From an optimization exercise on the open Yosys and OpenROAD flow, aimed at small area and a short achievable clock period; shortcuts taken in it are not production practice. Where RTL was checked, it was by simulation tests only, not by an equivalence proof against the original. For run 1, only the layout was checked, not whether the RTL still works. Power is estimated from default activity; no workload was simulated.

===== design/flow/run.sh =====
#!/bin/bash
# synth_recipe.tcl (not shown) runs the flow's synth.tcl, then flattens the netlist and writes it again
# the make line also repeats each setting of config.mk as NAME=value (left out here)
make -C /OpenROAD-flow-scripts/flow DESIGN_CONFIG=/design/flow/config.mk WORK_HOME=/design/flow/orfs CLKGATE_MAP_FILE= SYNTH_SCRIPT=/design/flow/synth_recipe.tcl finish

===== design/flow/constraint.sdc =====
create_clock -name core_clock -period 6.5 [get_ports {clk}]
set_input_delay 1.3000 -clock core_clock [delete_from_list [all_inputs] [get_ports {clk}]]
set_output_delay 1.3000 -clock core_clock [all_outputs]
set_load 0.01 [all_outputs]

===== design/flow/design.v =====
module mbot_rx_engine (
    input  wire        clk,
    input  wire        rst,
    input  wire        rx_valid,
    input  wire [7:0]  rx_data,
    output wire        rx_ready,
    input  wire        alloc_valid,
    input  wire [7:0]  alloc_handle,
    output wire [7:0]  alloc_index,
    input  wire        discard_all,
    output reg         cb_valid,
    input  wire        cb_ready,
    output reg         cb_first,
    output reg  [7:0]  cb_handle,
    output reg  [1:0]  cb_kind,
    output reg  [31:0] cb_value,
    output reg  [7:0]  cb_len,
    output reg  [7:0]  cb_byte
);
    localparam [2:0] S_PREFIX_A = 3'd0,
                     S_PREFIX_B = 3'd1,
                     S_INDEX    = 3'd2,
                     S_TYPE     = 3'd3,
                     S_PAYLOAD  = 3'd4,
                     S_SUFFIX_A = 3'd5,
                     S_SUFFIX_B = 3'd6,
                     S_TEXTLEN  = 3'd7;
    localparam [1:0] KIND_INT   = 2'd0,
                     KIND_FLOAT = 2'd1,
                     KIND_TEXT  = 2'd2;
    localparam [7:0] IDX_MIN = 8'd2,
                     IDX_MAX = 8'd254;
    reg [2:0] rxs;
    reg [7:0] rx_index;
    reg [1:0] lcode;        
    reg [7:0] ptr;          
    reg       rdy;          
    reg       cb_last;      
    reg [7:0] cursor;
    assign rx_ready    = rdy;
    assign alloc_index = cursor;
    wire rx_fire = rx_valid && rdy;
    wire is_text = (cb_kind == KIND_TEXT);
    wire cb_take = cb_valid && cb_ready;
    function [255:0] dec8;
        input [7:0] a;
        reg [15:0] hi, lo;
        integer k;
        begin
            hi = 16'd1 << a[7:4];
            lo = 16'd1 << a[3:0];
            for (k = 0; k < 256; k = k + 1)
                dec8[k] = hi[k / 16] & lo[k % 16];
        end
    endfunction
    wire [255:0] ln_cur = dec8(cursor);
    wire [255:0] ln_idx = dec8(rx_index);
    reg [7:0] tb     [0:255];
    reg [7:0] handle [2:254];
    reg [254:2] pend;
    reg [7:0] hd_rd;      
    reg       pd_rd;      
    integer j;
    always @(*) begin
        hd_rd = 8'd0;
        pd_rd = 1'b0;
        for (j = 2; j < 255; j = j + 1) begin
            hd_rd = hd_rd | ({8{ln_idx[j]}} & handle[j]);
            pd_rd = pd_rd | (ln_idx[j] & pend[j]);
        end
    end
    wire known_tag = (rx_data >= 8'h01) && (rx_data <= 8'h06);
    wire [7:0] nlen = {5'd0, lcode == 2'd2, lcode == 2'd1, lcode == 2'd0};
    wire pay_last  = (ptr == (is_text ? cb_len : nlen));
    wire st_pay    = (rxs == S_PAYLOAD);
    wire pay_fire  = rx_fire && st_pay;
    wire type_fire = rx_fire && (rxs == S_TYPE) && known_tag;
    wire frame_done = rx_fire && (rxs == S_SUFFIX_B) && (rx_data == 8'h0A);
    reg [7:0] hd_q;
    reg       pd_q;
    wire      fwd = alloc_valid && (cursor == rx_index);
    always @(posedge clk) begin
        hd_q <= fwd ? alloc_handle : hd_rd;
        pd_q <= fwd ? 1'b1 : (discard_all || frame_done) ? 1'b0 : pd_rd;
    end
    wire frame_hit  = frame_done && pd_q;
    always @(posedge clk) begin
        if (rst) begin
            rxs <= S_PREFIX_A;
        end else if (rx_fire) begin
            case (rxs)
                S_PREFIX_A: if (rx_data == 8'hFF) rxs <= S_PREFIX_B;
                S_PREFIX_B: rxs <= (rx_data == 8'h55) ? S_INDEX : S_PREFIX_A;
                S_INDEX:    rxs <= S_TYPE;
                S_TYPE: begin
                    if (!known_tag)             rxs <= S_PREFIX_A;
                    else if (rx_data == 8'h04)  rxs <= S_TEXTLEN;
                    else                        rxs <= S_PAYLOAD;
                end
                S_TEXTLEN:  rxs <= (rx_data == 8'd0) ? S_SUFFIX_A : S_PAYLOAD;
                S_PAYLOAD:  if (pay_last) rxs <= S_SUFFIX_A;
                S_SUFFIX_A: rxs <= (rx_data == 8'h0D) ? S_SUFFIX_B : S_PREFIX_A;
                default:    rxs <= S_PREFIX_A;
            endcase
        end
    end
    always @(posedge clk) begin
        if (rx_fire && rxs == S_INDEX)
            rx_index <= rx_data;
    end
    always @(posedge clk) begin
        if (type_fire) begin
            case (rx_data[2:0])
                3'd1:    begin cb_kind <= KIND_INT;   lcode <= 2'd0; end
                3'd3:    begin cb_kind <= KIND_INT;   lcode <= 2'd1; end
                3'd6:    begin cb_kind <= KIND_INT;   lcode <= 2'd2; end
                3'd4:    begin cb_kind <= KIND_TEXT;  lcode <= 2'd2; end
                default: begin cb_kind <= KIND_FLOAT; lcode <= 2'd2; end
            endcase
        end
    end
    always @(posedge clk) begin
        if (type_fire)
            cb_len <= 8'd0;
        else if (rx_fire && rxs == S_TEXTLEN)
            cb_len <= rx_data;
    end
    genvar g;
    generate
        for (g = 0; g < 4; g = g + 1) begin : g_val
            always @(posedge clk) begin
                if (type_fire)
                    cb_value[8*g+7:8*g] <= 8'd0;
                else if (pay_fire && !is_text && ptr == g + 1)
                    cb_value[8*g+7:8*g] <= rx_data;
            end
        end
    endgenerate
    wire [7:0] lm1   = cb_len - 8'd1;           
    wire [15:0] ent  = st_pay ? (16'd1 << lm1[3:0]) : 16'd0;
    wire [7:0] tap   = tb[8'd240 - {lm1[7:4], 4'd0}];
    wire tb_shift    = pay_fire || frame_hit || (cb_take && !cb_first);
    generate
        for (g = 0; g < 256; g = g + 1) begin : g_tb
            always @(posedge clk)
                if (tb_shift) begin
                    if (g == 255)
                        tb[g] <= rx_data;
                    else if (g >= 240 && ent[g % 16])
                        tb[g] <= rx_data;
                    else
                        tb[g] <= tb[(g + 1) % 256];
                end
        end
    endgenerate
    wire hdr_end = !is_text || (cb_len == 8'd0);
    always @(posedge clk) begin
        if (type_fire)
            ptr <= 8'd1;
        else if (pay_fire || (cb_take && !cb_first))
            ptr <= ptr + 8'd1;
        else if (frame_hit)
            ptr <= 8'd2;
    end
    always @(posedge clk) begin
        if (rst) begin
            cb_valid <= 1'b0;
            rdy      <= 1'b1;
        end else if (frame_hit) begin
            cb_valid <= 1'b1;
            rdy      <= 1'b0;
        end else if (cb_take && (cb_first ? hdr_end : cb_last)) begin
            cb_valid <= 1'b0;
            rdy      <= 1'b1;
        end
    end
    always @(posedge clk) begin
        if (frame_hit) begin
            cb_first  <= 1'b1;
            cb_handle <= hd_q;
            cb_byte   <= tap;
            cb_last   <= (cb_len == 8'd1);
        end else if (cb_take) begin
            cb_first <= 1'b0;
            if (!cb_first) begin
                cb_byte <= tap;
                cb_last <= pay_last;
            end
        end
    end
    always @(posedge clk) begin
        if (rst)
            cursor <= IDX_MIN;
        else if (alloc_valid)
            cursor <= (cursor == IDX_MAX) ? IDX_MIN : cursor + 8'd1;
    end
    generate
        for (g = 2; g < 255; g = g + 1) begin : g_tbl
            always @(posedge clk)
                if (alloc_valid && ln_cur[g])
                    handle[g] <= alloc_handle;
            always @(posedge clk) begin
                if (rst)
                    pend[g] <= 1'b0;
                else if (alloc_valid && ln_cur[g])
                    pend[g] <= 1'b1;
                else if (discard_all || (frame_done && ln_idx[g]))
                    pend[g] <= 1'b0;
            end
        end
    endgenerate
endmodule

===== design/flow/config.mk =====
export PLATFORM = sky130hd
export DESIGN_NAME = mbot_rx_engine
export DESIGN_NICKNAME = mbot_rx_engine
export VERILOG_FILES = /design/flow/design.v
export SDC_FILE = /design/flow/constraint.sdc
export NUM_CORES = 4
export LEC_CHECK = 0
export CAP_MARGIN = 20
export CORE_MARGIN = 2
export CORE_UTILIZATION = 55
export PLACE_DENSITY = 0.68
export SETUP_SLACK_MARGIN = 3.5
export SLEW_MARGIN = 20

==> summary.txt, run 1 <==
Run status
  – Run status: did not finish
  – Failing step: 5_1_grt
  – Stop err: [ERROR GRT-0232] Routing congestion too high. Check the congestion heatmap in the GUI.

Synthesis
  – Dominant synthesized flop cell: edfxtp_1
  – Yosys reg bits: 4425
  – Synth warn: 3
  – Ranking of synthesized cells by area: edfxtp_1 79%, dfxtp_1 4.1%, nand3_1 2.7%, a22oi_1 2.1%, nand2_1 1.3%
  – Mapped Area: 157000 sq um
  – Largest area contributor in the netlist: edfxtp_1
  – Syn_area_per_cell: 17.3 sq um
  – Fraction of registers with async set or reset after synthesis: 0
  – Syn_nets: 9090
  – Distinct cell type count after synthesis: 72
  – Synth top area share: 0.786
  – Synthesized netlist cell count: 9058
  – Post-synth EDFFs: 4101
  – Register area share after synthesis: 0.828
  – Most frequent cell after synthesis: edfxtp_1
  – Top cells by count, synth: 4101 x edfxtp_1, 842 x nand3_1, 535 x nand2_1, 441 x a22oi_1, 324 x dfxtp_1

Global route
  – GRT Util Overall: 0.699
  – GR Overflow Total: 1
  – Pin count of the biggest net entering global routing: 157

Floorplan
  – Die height: 538 um
  – Initial Utilization: 0.554
  – Rows: 195
  – Chip width: 538 um
  – # IOs: 91

Placed design
  – Port Buf Inserts: 90
  – Post-DP Area: 167000 sq um
  – DP HPWL: 559000 um
  – Setup slack at placement: 1200 ps
  – Global placement routability congestion: 1.22

Clock network
  – Clk root buf: clkbuf_16
  – Clock Sinks: 4425
  – Hold Buf Count CTS: 0
  – Deepest clock path buffer count: 4
  – Total number of H-tree levels: 5
  – Num CTS Buffers: 428
-- layer usage --
metal,overflow,GRT usage
met1,0,0.717
met2,1,0.819
met3,0,0.572
met4,0,0.671
met5,0,0.412
-- worst min path at each step --
stage,from,cells after the start,slack [ps],end
floorplan,hd_q[0]$_DFF_P_,0,390,cb_handle[0]$_DFFE_PP_
CTS,tb[14][1]$_DFFE_PP_,0,400,tb[13][1]$_DFFE_PP_
global placement,hd_q[0]$_DFF_P_,0,390,cb_handle[0]$_DFFE_PP_
detailed placement,hd_q[0]$_DFF_P_,0,400,cb_handle[0]$_DFFE_PP_
-- power by group through the flow --
stage	Clock (uW)	Sequential (uW)	Combinational (uW)
after floorplan	0	31500	215
after global placement	0	31500	913
after detailed placement	0	31500	917
after CTS	26300	30900	1050
-- through the flow --
step / utilization / power (uW) / std cells / hold slack, ps
4_1_cts: 0.665 / 58200 / 14100 / 401
3_3_place_gp: 0.587 / 32400 / 12900 / 393
2_1_floorplan: - / 31700 / 9058 / 386
3_5_place_dp: 0.589 / 32400 / 13000 / 402
-- logic make-up after synthesis --
family / count (synthesis) / share of synthesized area
buf+inv: 816 / 0.0212
flops: 4425 / 0.828
simple gates: 2167 / 0.0695
xor+xnor: 22 / 0.00123
compound gates: 1464 / 0.0680
mux: 154 / 0.0115
fa+ha+maj: 10 / 0.000799
-- what timing repair did --
action | CTS
setup buffers | 298
endpoints found under the setup margin | 4304
cloned | 64
gates resized for setup | 784
pin swaps | 100
==> inputs of run 2 (changes only) <==
--- a/design/flow/design.v
+++ b/design/flow/design.v
@@ -32,5 +32,4 @@
                      IDX_MAX = 8'd254;
     reg [2:0] rxs;
-    reg [7:0] rx_index;
     reg [1:0] lcode;        
     reg [7:0] ptr;          
@@ -43,31 +42,36 @@
     wire is_text = (cb_kind == KIND_TEXT);
     wire cb_take = cb_valid && cb_ready;
-    function [255:0] dec8;
-        input [7:0] a;
-        reg [15:0] hi, lo;
-        integer k;
-        begin
-            hi = 16'd1 << a[7:4];
-            lo = 16'd1 << a[3:0];
-            for (k = 0; k < 256; k = k + 1)
-                dec8[k] = hi[k / 16] & lo[k % 16];
-        end
-    endfunction
-    wire [255:0] ln_cur = dec8(cursor);
-    wire [255:0] ln_idx = dec8(rx_index);
-    reg [7:0] tb     [0:255];
-    reg [7:0] handle [2:254];
-    reg [254:2] pend;
-    reg [7:0] hd_rd;      
-    reg       pd_rd;      
-    integer j;
+    reg [7:0] th [2:254];        
+    reg [254:2] tp;              
+    reg       al_r;
+    reg [7:0] ah_r;
+    reg [7:0] cur_r;             
+    wire [15:0] wlo = 16'd1 << cur_r[3:0];
+    wire [15:0] whi = 16'd1 << cur_r[7:4];
+    reg [7:0] idx;
+    reg [15:0] ilo, ihi;
+    reg [254:2] wl, rl;          
+    integer k;
+    always @(*)
+        for (k = 2; k < 255; k = k + 1) begin
+            wl[k] = al_r & whi[k / 16] & wlo[k % 16];
+            rl[k] = ihi[k / 16] & ilo[k % 16];
+        end
+    reg [7:0] gh_rd [0:15];
+    reg       gp_rd [0:15];
+    integer j, h;
     always @(*) begin
-        hd_rd = 8'd0;
-        pd_rd = 1'b0;
-        for (j = 2; j < 255; j = j + 1) begin
-            hd_rd = hd_rd | ({8{ln_idx[j]}} & handle[j]);
-            pd_rd = pd_rd | (ln_idx[j] & pend[j]);
-        end
-    end
+        for (h = 0; h < 16; h = h + 1) begin
+            gh_rd[h] = 8'd0;
+            gp_rd[h] = 1'b0;
+            for (j = 0; j < 16; j = j + 1)
+                if (16 * h + j >= 2 && 16 * h + j < 255) begin
+                    gh_rd[h] = gh_rd[h] | ({8{ilo[j]}} & th[16 * h + j]);
+                    gp_rd[h] = gp_rd[h] | (ilo[j] & tp[16 * h + j]);
+                end
+        end
+    end
+    wire trk_wait = al_r && (cur_r == idx);      
+    wire trk_cur  = (cursor == idx);             
     wire known_tag = (rx_data >= 8'h01) && (rx_data <= 8'h06);
     wire [7:0] nlen = {5'd0, lcode == 2'd2, lcode == 2'd1, lcode == 2'd0};
@@ -79,8 +83,32 @@
     reg [7:0] hd_q;
     reg       pd_q;
-    wire      fwd = alloc_valid && (cursor == rx_index);
-    always @(posedge clk) begin
-        hd_q <= fwd ? alloc_handle : hd_rd;
-        pd_q <= fwd ? 1'b1 : (discard_all || frame_done) ? 1'b0 : pd_rd;
+    reg [7:0] ga_h [0:15];
+    reg [15:0] ga_p;
+    reg [15:0] ga_sel;
+    reg       ga_new, ga_wait, ga_clr;
+    reg [7:0] ga_nh, ga_wh;
+    wire      clr     = discard_all || frame_done;
+    wire      new_idx = alloc_valid && trk_cur;
+    reg [7:0] ga_hs;
+    always @(*) begin
+        ga_hs = 8'd0;
+        for (h = 0; h < 16; h = h + 1)
+            ga_hs = ga_hs | ({8{ga_sel[h]}} & ga_h[h]);
+    end
+    wire [7:0] v1_h = ga_new ? ga_nh : ga_wait ? ga_wh : ga_hs;
+    wire       v1_p = ga_new || (ga_wait ? !ga_clr : |(ga_p & ga_sel));
+    always @(posedge clk) begin
+        for (h = 0; h < 16; h = h + 1) begin
+            ga_h[h] <= gh_rd[h];
+            ga_p[h] <= gp_rd[h] && !clr;
+        end
+        ga_sel  <= ihi;
+        ga_new  <= new_idx;
+        ga_nh   <= alloc_handle;
+        ga_wait <= trk_wait;
+        ga_wh   <= ah_r;
+        ga_clr  <= clr;
+        hd_q <= new_idx ? alloc_handle : v1_h;
+        pd_q <= new_idx || (!clr && v1_p);
     end
     wire frame_hit  = frame_done && pd_q;
@@ -105,7 +133,11 @@
         end
     end
-    always @(posedge clk) begin
-        if (rx_fire && rxs == S_INDEX)
-            rx_index <= rx_data;
+    wire idx_byte = rx_fire && (rxs == S_INDEX);
+    always @(posedge clk) begin
+        if (idx_byte) begin
+            idx <= rx_data;
+            ilo <= 16'd1 << rx_data[3:0];
+            ihi <= 16'd1 << rx_data[7:4];
+        end
     end
     always @(posedge clk) begin
@@ -137,4 +169,5 @@
         end
     endgenerate
+    reg [7:0] tb [0:255];
     wire [7:0] lm1   = cb_len - 8'd1;           
     wire [15:0] ent  = st_pay ? (16'd1 << lm1[3:0]) : 16'd0;
@@ -195,16 +228,22 @@
             cursor <= (cursor == IDX_MAX) ? IDX_MIN : cursor + 8'd1;
     end
+    wire tp_in = !(discard_all || (frame_done && trk_wait));
+    always @(posedge clk) begin
+        al_r  <= alloc_valid && !rst;
+        ah_r  <= alloc_handle;
+        cur_r <= cursor;
+    end
     generate
         for (g = 2; g < 255; g = g + 1) begin : g_tbl
             always @(posedge clk)
-                if (alloc_valid && ln_cur[g])
-                    handle[g] <= alloc_handle;
+                if (wl[g])
+                    th[g] <= ah_r;
             always @(posedge clk) begin
                 if (rst)
-                    pend[g] <= 1'b0;
-                else if (alloc_valid && ln_cur[g])
-                    pend[g] <= 1'b1;
-                else if (discard_all || (frame_done && ln_idx[g]))
-                    pend[g] <= 1'b0;
+                    tp[g] <= 1'b0;
+                else if (wl[g])
+                    tp[g] <= tp_in;
+                else if (discard_all || (frame_done && rl[g]))
+                    tp[g] <= 1'b0;
             end
         end
--- a/design/flow/config.mk
+++ b/design/flow/config.mk
@@ -8,6 +8,8 @@
 export CAP_MARGIN = 20
 export CORE_MARGIN = 2
-export CORE_UTILIZATION = 55
-export PLACE_DENSITY = 0.68
-export SETUP_SLACK_MARGIN = 3.5
+export CORE_UTILIZATION = 40
+export CTS_CLUSTER_DIAMETER = 100
+export CTS_CLUSTER_SIZE = 20
+export PLACE_DENSITY = 0.55
+export SETUP_SLACK_MARGIN = 3.7
 export SLEW_MARGIN = 20
==> summary.txt, run 2 <==
Floorplan
  – Initial Utilization: 0.402 (-0.152)
  – DIE AREA: 406000 sq um
  – # IOs: 91 (unchanged)
  – Die height: 638 um (+19%)
  – Core Area: 399000 sq um
  – Chip width: 638 um (+19%)
  – Rows: 232 (+19%)

Finish
  – FF/Latch Area: 135000 sq um
  – # nets final: 9036
  – Largest register FFs: 2048
  – Top Registers: tb (2048), th (2024), tp (253)
  – Design area: 180000 sq um
  – Layout cells sized above 1: 0.137
  – Fillers: 33800
  – Multi-input logic area: 24600 sq um
  – Post-layout util: 0.452
  – Area grow syn2layout: 12.4%
  – Biggest register: tb
  – Commonest non-fill, non-tap cell in the layout: edfxtp_1
  – Post-route insts no fill: 14400
  – Most frequent cells in the layout: 4133 x edfxtp_1, 522 x a221oi_1, 514 x a22o_1

Route
  – # DRC: 0
  – DRT Pass-1 Iters: 6
  – Final wirelength: 442000 um
  – Vias: 85700
  – Avg Vias per Cell: 5.94
  – Starting DRT DRC Count: 11500
  – Wire per inst: 30.6 um
  – Antenna viol nets, final: 0

Job
  – Max-cap violations: 0

Power and ir drop
  – Switch share: 0.198
  – Leak: 0.0497 uW
  – Clock power frac: 0.349
  – Flop pwr share: 0.642
  – Combinational share of power: 0.010
  – PD cells: 279 nW/um^2
  – Worst vdd ir: 0.200 mV
  – Net Sw Power: 9950 uW
  – Internal power: 40300 uW

STA
  – Final setup margin: 3550 ps
  – Final hold slack: 357 ps
  – Final period utilization: 0.453
  – Fmax achieved: 0.339 GHz
  – Relative slew slack: 0.145
  – Final Hold Vio Count: 0
  – Final setup violation count: 0
  – Worst Skew: 92.7 ps
  – Worst-Margin Slew: 1280 ps
  – Tmin final: 2950 ps
  – Unrepaired setup endpoints after global routing: yes
  – Max Slew Vio Count: 0

Setup path
  – CP Launch Type: flop
  – R2R setup slack: 3550 ps
  – Reg-to-Reg Start: ga_sel[6]$_DFF_P_
  – Critical Path RT: 7260 ps
  – Worst setup path start: ga_sel[6]$_DFF_P_
  – CP Data Arrival Time: 3710 ps
  – R2R cell count: 5
  – FF-to-FF End: hd_q[4]$_DFF_P_
  – CP Max Fanout: 9
  – CP endpoint: hd_q[4]$_DFF_P_
  – CP Capture Type: flop
  – Kind of critical path: flop to flop

Placed design
  – Global placement routability congestion: 0.905 (-26%)
  – Port Buf Inserts: 90 (unchanged)
  – Post-DP Area: 169000 sq um (+1.6%)
  – Setup slack at placement: 1780 ps (+579 ps)
  – Placed cells: 13900 (+7.1%)
  – DP HPWL: 245000 um (-56%)

Synthesis
  – Top cells by count, synth: 4133 x edfxtp_1, 538 x nor2_1, 522 x a221oi_1, 514 x a22o_1, 512 x dfxtp_1
  – Ranking of synthesized cells by area: edfxtp_1 77%, dfxtp_1 6.4%, a221oi_1 2.8%, a22o_1 2.8%, nor2_1 1.3%
  – Syn_nets: 8746 (-3.8%)
  – Yosys reg bits: 4645 (+5.0%)
  – Synth warn: 6 (+3)
  – Syn_area_per_cell: 18.4 sq um (+6.5%)
  – Fraction of registers with async set or reset after synthesis: 0 (unchanged)
  – Mapped Area: 161000 sq um (+2.5%)
  – Most frequent cell after synthesis: edfxtp_1
  – Synth top area share: 0.773 (-0.0134)
  – Register area share after synthesis: 0.837 (+0.00907)
  – Post-synth EDFFs: 4133 (+0.78%)
  – Largest area contributor in the netlist: edfxtp_1
  – Synthesized netlist cell count: 8718 (-3.8%)
  – Distinct cell type count after synthesis: 77 (+6.9%)
  – Dominant synthesized flop cell: edfxtp_1

Clock network
  – Num CTS Buffers: 272 (-36%)
  – Total number of H-tree levels: 5 (unchanged)
  – Clock Sinks: 4645 (+5.0%)
  – CTS clk-pin slew, worst paths: 90 ps
  – Clock latency (worst-skew pair): 960 ps
  – Clk root buf: clkbuf_16
  – CTS tree: done
  – Deepest clock path buffer count: 4 (unchanged)

Global route
  – Vias in the first global route: 82400
  – GR Overflow Total: 0
  – Antenna violations before repair: 26
  – GRT Util Overall: 0.210
  – First-pass GRT wire length: 619000 um
  – Pin count of the biggest net entering global routing: 174

Run status
  – Run status: complete, no violations

Min path
  – Worst hold path class: flop to flop
run 2: cell count changes after synthesis, sizes merged, moves of 188 or more:
| cell | before | now |
|---|---|---|
| dfxtp | 324 | 512 |
| a22o | 54 | 514 |
| a221oi | 39 | 522 |
| nor2 | 245 | 539 |
| nand3 | 843 | 80 |
| nand2 | 535 | 268 |
| a22oi | 441 | 157 |
| a32oi | 217 | 4 |
run 2: timing repair:
item                                     CTS  global route
setup buffers                             63            28
cloned                                    35             5
endpoints found under the hold margin      0             0
hold buffers                               0             0
gates resized for setup                  655            80
endpoints found under the setup margin  3759          2402
pin swaps                                 13             7
run 2: power by group through the flow:
| stage | logic (uW) | registers [uW] | clock network (uW) |
|---|---|---|---|
| after detailed placement | 433 | 32900 | 0 |
| after global routing | 496 | 32300 | 18900 |
| final | 481 | 32300 | 17500 |
| after floorplan | 141 | 33000 | 0 |
| after global placement | 416 | 32900 | 0 |
| after CTS | 463 | 32300 | 17900 |
run 2: cells by family after synthesis:
group	share of synthesized area
compound gates	0.0937
fa+ha+maj	0.000530
mux	0.00984
xor+xnor	0.00158
simple gates	0.0391
flops	0.837
buf+inv	0.0183
run 2: worst min-delay path by stage:
stage	from	cells past startpoint	to	slack (ps)
CTS	tb[139][0]$_DFFE_PP_	0	tb[138][0]$_DFFE_PP_	350
floorplan	ihi[13]$_SDFFCE_PN0P_	0	ga_sel[13]$_DFF_P_	350
global route	tb[12][0]$_DFFE_PP_	0	tb[11][0]$_DFFE_PP_	350
finish	tb[114][0]$_DFFE_PP_	0	tb[113][0]$_DFFE_PP_	360
global placement	hd_q[7]$_DFF_P_	0	cb_handle[7]$_DFFE_PP_	390
detailed placement	hd_q[1]$_DFF_P_	0	cb_handle[1]$_DFFE_PP_	390
run 2: layout make-up:
class | instances | share of cell area
sequential | 4645 | 0.746
multi-input combinational | 3338 | 0.136
clock buffer | 396 | 0.0413
tap | 5265 | 0.0365
timing repair buffer | 549 | 0.0344
antenna | 12 | 0.000166
inverter | 202 | 0.00421
clock inverter | 22 | 0.00162
run 2: critical path, stage by stage, from the launching register on:
cell and delay, ps:
dfxtp_1 540, a22oi_1 690, nand4_1 210, a2111oi_2 1020, o31a_1 240, a21oi_1 70
run 2: through the flow:
step           TNS (ps)  power, uW
2_1_floorplan  -8601810      33200
3_3_place_gp          0      33400
3_5_place_dp          0      33400
4_1_cts               0      50600
5_1_grt               0      51600
6_report              0      50200
run 2: routing by layer:
metal	track usage	routed length [um]
met3	0.0382	38200
met4	0.0912	21200
met2	0.323	199000
met1	0.293	184000
met5	0	23
==> inputs of run 3 (changes only) <==
--- a/design/flow/design.v
+++ b/design/flow/design.v
@@ -42,20 +42,16 @@
     wire is_text = (cb_kind == KIND_TEXT);
     wire cb_take = cb_valid && cb_ready;
-    reg [7:0] th [2:254];        
-    reg [254:2] tp;              
+    reg [7:0] th [0:252];        
+    reg [252:0] tp;              
     reg       al_r;
     reg [7:0] ah_r;
-    reg [7:0] cur_r;             
-    wire [15:0] wlo = 16'd1 << cur_r[3:0];
-    wire [15:0] whi = 16'd1 << cur_r[7:4];
-    reg [7:0] idx;
-    reg [15:0] ilo, ihi;
-    reg [254:2] wl, rl;          
+    reg [7:0] rel;
+    reg [15:0] rlo, rhi;         
+    reg       idx_ok;
+    reg [255:0] ln_rel;
     integer k;
     always @(*)
-        for (k = 2; k < 255; k = k + 1) begin
-            wl[k] = al_r & whi[k / 16] & wlo[k % 16];
-            rl[k] = ihi[k / 16] & ilo[k % 16];
-        end
+        for (k = 0; k < 256; k = k + 1)
+            ln_rel[k] = rhi[k / 16] & rlo[k % 16];
     reg [7:0] gh_rd [0:15];
     reg       gp_rd [0:15];
@@ -66,12 +62,12 @@
             gp_rd[h] = 1'b0;
             for (j = 0; j < 16; j = j + 1)
-                if (16 * h + j >= 2 && 16 * h + j < 255) begin
-                    gh_rd[h] = gh_rd[h] | ({8{ilo[j]}} & th[16 * h + j]);
-                    gp_rd[h] = gp_rd[h] | (ilo[j] & tp[16 * h + j]);
+                if (16 * h + j < 253) begin
+                    gh_rd[h] = gh_rd[h] | ({8{rlo[j]}} & th[16 * h + j]);
+                    gp_rd[h] = gp_rd[h] | (rlo[j] & tp[16 * h + j]);
                 end
         end
     end
-    wire trk_wait = al_r && (cur_r == idx);      
-    wire trk_cur  = (cursor == idx);             
+    wire trk_wait = al_r && (rel == 8'd252);                  
+    wire trk_cur  = al_r ? (rel == 8'd251) : (rel == 8'd252);  
     wire known_tag = (rx_data >= 8'h01) && (rx_data <= 8'h06);
     wire [7:0] nlen = {5'd0, lcode == 2'd2, lcode == 2'd1, lcode == 2'd0};
@@ -103,5 +99,5 @@
             ga_p[h] <= gp_rd[h] && !clr;
         end
-        ga_sel  <= ihi;
+        ga_sel  <= rhi;
         ga_new  <= new_idx;
         ga_nh   <= alloc_handle;
@@ -110,5 +106,5 @@
         ga_clr  <= clr;
         hd_q <= new_idx ? alloc_handle : v1_h;
-        pd_q <= new_idx || (!clr && v1_p);
+        pd_q <= idx_ok && (new_idx || (!clr && v1_p));
     end
     wire frame_hit  = frame_done && pd_q;
@@ -133,11 +129,17 @@
         end
     end
-    wire idx_byte = rx_fire && (rxs == S_INDEX);
-    always @(posedge clk) begin
-        if (idx_byte) begin
-            idx <= rx_data;
-            ilo <= 16'd1 << rx_data[3:0];
-            ihi <= 16'd1 << rx_data[7:4];
-        end
+    wire       idx_byte = rx_fire && (rxs == S_INDEX);
+    reg  [7:0] cm1, cm4;
+    wire [8:0] d_na  = {1'b0, cm1} - {1'b0, rx_data};
+    wire [7:0] d_nb  = cm4 - rx_data;
+    wire [7:0] r_na  = d_na[8] ? d_nb : d_na[7:0];
+    wire [7:0] r_inc = (rel == 8'd252) ? 8'd0 : rel + 8'd1;
+    wire [7:0] rel_k = al_r ? r_inc : rel;
+    always @(posedge clk) begin
+        rel <= idx_byte ? r_na : rel_k;
+        rlo <= idx_byte ? (16'd1 << r_na[3:0]) : (16'd1 << rel_k[3:0]);
+        rhi <= idx_byte ? (16'd1 << r_na[7:4]) : (16'd1 << rel_k[7:4]);
+        if (idx_byte)
+            idx_ok <= (rx_data >= IDX_MIN) && (rx_data <= IDX_MAX);
     end
     always @(posedge clk) begin
@@ -223,28 +225,32 @@
     end
     always @(posedge clk) begin
+        if (rst) begin
+            cursor <= IDX_MIN;
+            cm1    <= IDX_MIN - 8'd1;
+            cm4    <= IDX_MIN - 8'd4;
+        end else if (alloc_valid) begin
+            cursor <= (cursor == IDX_MAX) ? IDX_MIN : cursor + 8'd1;
+            cm1    <= (cursor == IDX_MAX) ? IDX_MIN - 8'd1 : cursor;
+            cm4    <= (cursor == IDX_MAX) ? IDX_MIN - 8'd4 : cursor - 8'd3;
+        end
+    end
+    wire [252:0] tp_kept = tp & ~({253{discard_all}} |
+                                  ({253{frame_done && idx_ok}} & ln_rel[252:0]));
+    wire         tp_in   = !(discard_all || (frame_done && idx_ok && trk_wait));
+    always @(posedge clk) begin
+        al_r <= alloc_valid && !rst;
+        ah_r <= alloc_handle;
         if (rst)
-            cursor <= IDX_MIN;
-        else if (alloc_valid)
-            cursor <= (cursor == IDX_MAX) ? IDX_MIN : cursor + 8'd1;
-    end
-    wire tp_in = !(discard_all || (frame_done && trk_wait));
-    always @(posedge clk) begin
-        al_r  <= alloc_valid && !rst;
-        ah_r  <= alloc_handle;
-        cur_r <= cursor;
+            tp <= 253'd0;
+        else if (al_r)
+            tp <= {tp_kept[251:0], tp_in};
+        else
+            tp <= tp_kept;
     end
     generate
-        for (g = 2; g < 255; g = g + 1) begin : g_tbl
+        for (g = 0; g < 253; g = g + 1) begin : g_th
             always @(posedge clk)
-                if (wl[g])
-                    th[g] <= ah_r;
-            always @(posedge clk) begin
-                if (rst)
-                    tp[g] <= 1'b0;
-                else if (wl[g])
-                    tp[g] <= tp_in;
-                else if (discard_all || (frame_done && rl[g]))
-                    tp[g] <= 1'b0;
-            end
+                if (al_r)
+                    th[g] <= (g == 0) ? ah_r : th[(g + 252) % 253];
         end
     endgenerate
==> summary.txt, run 3 <==
STA
  – Fmax achieved: 0.342 GHz (+0.83%)
  – Unrepaired setup endpoints after global routing: yes
  – Post-Route Setup TNS: 0 ps (unchanged)
  – Final period utilization: 0.450 (-0.00374)
  – Relative slew slack: 0.266 (+0.121)
  – Final Hold Vio Count: 0 (unchanged)
  – Tmin final: 2920 ps (-24.3 ps)
  – Final setup violation count: 0 (unchanged)
  – Worst Skew: 76.5 ps (-16.2 ps)
  – Worst-Margin Slew: 1100 ps (-180 ps)
  – Max Slew Vio Count: 0 (unchanged)

Finish
  – Area grow syn2layout: 11.9%
  – Most frequent cells in the layout: 4094 x edfxtp_1, 582 x a221oi_1, 568 x a22o_1
  – # nets final: 8839 (-2.2%)
  – Top Registers: tb (2048), th (2024), tp (253)
  – Biggest register: tb
  – Largest register FFs: 2048 (unchanged)
  – Layout cells sized above 1: 0.115 (-0.0219)
  – Commonest non-fill, non-tap cell in the layout: edfxtp_1

Job
  – Max-cap violations: 0 (unchanged)

Route
  – DRT Pass-1 Iters: 6 (unchanged)
  – Vias: 81000 (-5.5%)
  – Starting DRT DRC Count: 9558 (-17%)
  – Avg Vias per Cell: 5.70 (-4.0%)
  – # DRC: 0 (unchanged)
  – Antenna viol nets, final: 0 (unchanged)
  – Wire per inst: 26.2 um (-15%)
  – Final wirelength: 372000 um (-16%)

Floorplan
  – Rows: 232 (unchanged)
  – # IOs: 91 (unchanged)
  – Die height: 637 um (about the same)
  – Core Area: 399000 sq um (unchanged)
  – Chip width: 637 um (about the same)
  – DIE AREA: 406000 sq um (about the same)
  – Initial Utilization: 0.402 (about the same)

Setup path
  – CP Capture Type: output pin
  – Reg-to-Reg Start: cb_len[2]$_SDFFE_PP0P_
  – R2R setup slack: 3700 ps (+150 ps)
  – Worst setup path start: cb_byte[6]$_DFFE_PP_
  – FF-to-FF End: cb_byte[4]$_DFFE_PP_
  – CP Max Fanout: 1 (-8)
  – Critical Path RT: 5200 ps (-2060 ps)
  – CP Launch Type: flop
  – R2R cell count: 10 (+5)
  – CP Data Arrival Time: 1620 ps (-2090 ps)
  – Crit-path leading delay family: flip-flops
  – Kind of critical path: flop to output pin
  – CP bufs+invs: 1 (+1)
  – Crit path largest cell delay: 520 ps (-500 ps)
  – Slowest CP cell: edfxtp_1
  – Critical Path, Cell by Cell: buf_2

Synthesis
  – Synth warn: 6 (unchanged)
  – Simple-gate share of the synthesized area: 0.0369 (-0.00215)
  – Compound-Gate Fraction of Synth Area: 0.0861 (-0.00768)
  – Combinational family with the most area after synthesis: compound AO/OA/AOI/OAI gates
  – Post-synth EDFFs: 4094 (-0.94%)
  – Yosys reg bits: 4652 (+0.15%)
  – Mapped Area: 160000 sq um (about the same)
  – Top cells by count, synth: 4094 x edfxtp_1, 583 x a221oi_1, 568 x a22o_1, 558 x dfxtp_1, 395 x clkbuf_1
  – Fraction of registers with async set or reset after synthesis: 0 (unchanged)
  – Syn_nets: 8621 (-1.4%)
  – Synth top area share: 0.766 (-0.00689)
  – Most frequent cell after synthesis: edfxtp_1
  – Ranking of synthesized cells by area: edfxtp_1 77%, dfxtp_1 7.0%, a221oi_1 3.2%, a22o_1 3.1%, mux2i_1 1.8%
  – Post-Synth Adder-Cell Area: 0.00204 (+0.00151)
  – Share of synthesized area spent on multiplexers: 0.0240 (+0.0142)
  – Largest area contributor in the netlist: edfxtp_1
  – Xor and xnor area share after synthesis: 0.00158 (-0.00000696)
  – Synthesized netlist cell count: 8574 (-1.7%)
  – Dominant synthesized flop cell: edfxtp_1
  – Register area share after synthesis: 0.836 (-0.00112)
  – Distinct cell type count after synthesis: 81 (+5.2%)
  – Syn_area_per_cell: 18.7 sq um (+1.6%)

Min path
  – Worst Hold End: tb[193][3]$_DFFE_PP_
  – HP Start: tb[194][3]$_DFFE_PP_
  – Worst hold path class: flop to flop
  – Hold path depth: 0 (unchanged)

Placed design
  – DP HPWL: 187000 um (-24%)
  – Port Buf Inserts: 90 (unchanged)
  – Global placement routability congestion: 0.797 (-12%)

Clock network
  – Total number of H-tree levels: 5 (unchanged)
  – Deepest clock path buffer count: 4 (unchanged)
  – Clock Sinks: 4652 (+0.15%)
  – Hold Buf Count CTS: 0 (unchanged)
  – Clock latency (worst-skew pair): 920 ps (-40 ps)
  – Clk root buf: clkbuf_16
  – CTS clk-pin slew, worst paths: 80 ps (about the same)
  – CTS tree: done
  – Num CTS Buffers: 272 (unchanged)

Global route
  – Vias in the first global route: 78800 (-4.4%)
  – GRT Util Overall: 0.175 (-0.0350)
  – First-pass GRT wire length: 539000 um (-13%)
  – Antenna violations before repair: 7 (-73%)
  – GR Overflow Total: 0 (unchanged)
  – Pin count of the biggest net entering global routing: 204 (+17%)

Run status
  – Run status: complete, no violations

Power and ir drop
  – PD cells: 330 nW/um^2 (+19%)
  – Leak: 0.0516 uW (+3.8%)
  – Total power: 59300 uW (+18%)
  – Worst vdd ir: 0.273 mV (+37%)
## run 3: cell count changes after synthesis, moves of 64 or more
cell,before,now
nand4bb_1,64,0
a22oi_1,157,64
nand2_1,268,184
o21ai_0,50,121
inv_1,201,28
nor2_1,538,382
nand2b_1,12,266
a2111oi_0,146,1
mux2i_1,33,292
## run 3: cell type report
cell class | count | area [sq um]
Antenna cell | 3 | 7.51
Clock buffer | 407 | 7540
Clock inverter | 20 | 249
Fill cell | 33800 | 220000
Inverter | 28 | 130
Multi-Input combinational cell | 3382 | 24900
Sequential cell | 4652 | 134000
Tap cell | 5265 | 6590
Timing Repair Buffer | 456 | 5810
## run 3: worst max-delay path by stage
stage                                to  slack (ps)  depth (start not counted)
detailed placement    rhi[0]$_SDFF_PP0_        1360                         10
CTS                          cb_byte[6]        3470                          1
floorplan             rlo[1]$_SDFF_PP0_       -9890                          6
global route                 cb_byte[6]        3500                          1
global placement    tb[39][3]$_DFFE_PP_        1030                          7
finish                       cb_byte[6]        3580                          1
## run 3: layer usage
layer	wire length [um]	track usage	vias to the layer above
met4	10200	0.0466	6
met2	176000	0.282	2923
li1	-	-	34800
met3	22600	0.0253	565
met5	36	0	-
met1	163000	0.248	42800
## run 3: report_power, final
group	total, uW	internal, uW	switching [uW]	leakage, uW
clock	17600	8140	9420	0.00375
sequential	34700	33400	1330	0.0370
combinational	7050	2550	4490	0.0109
## run 3: kinds of logic after synthesis
kind of cell             count (synthesis)
XOR/XNOR                                28
buffers and inverters                  542
AO/OA/AOI/OAI                         1785
multiplexers                           366
AND/OR/NAND/NOR                       1176
flip-flops                            4652
adder cells (fa/ha/maj)                 25
## run 3: what timing repair did
action / CTS / global route
endpoints found under the hold margin: 0 / 0
setup endpoints to repair: 2960 / 1976
pin swaps: 37 / 34
cloned: 37 / 7
buffers inserted: 128 / 37
resized for setup: 604 / 75
## run 3: worst reg2reg max path, delay by kind of cell, from the launching register on
kind / cells / cell delay, ps
muxes: 1 / 340
and+or+nand+nor: 2 / 640
buffers and inverters: 3 / 500
AOI/OAI and AO/OA: 4 / 730
DFF: 1 / 350
## run 3: metrics by stage
stage                util  setup slack (ps)  instance area [sq um]  std cells  hold WS, ps
detailed placement  0.420              1360                 168000      13600          357
floorplan               -             -9890                 161000       8574          329
finish              0.449              3580                 179000      14200          359
CTS                 0.447              3470                 179000      14200          355
global placement    0.420              1030                 168000      13600          358
global route        0.449              3500                 179000      14200          367

-- separate check: timing with driven ports --
No port has a modelled driver above. Below, the same layouts with a new extraction and two added sets of constraints. Step 1: set_driving_cell puts a clkbuf_16 on clk and a buf_2 on each other input, an assumption about the parent block. Step 2, shift: input delay + t, output delay - t, t = (earliest + latest rising clock arrival at the registers) / 2. This alone moves slack from input paths to output paths. Three values: ideal, step 1, step 2; two values: the first two.
| run | t, ns | setup slack, ns | worst data-port slew with drivers (ns) | pins driven straight from the clock port |
|---|---|---|---|---|
| run 2 | 1.030 | 3.553 / 3.445 / 2.615 | 0.19 | 1 |
| run 3 | 0.984 | 3.578 / 3.475 / 2.779 | 0.15 | 1 |
After both steps every run listed still meets setup and hold. The setup slack of run 2, which loses most, moves by -0.108 ns with the drivers and by -0.938 ns with both steps.
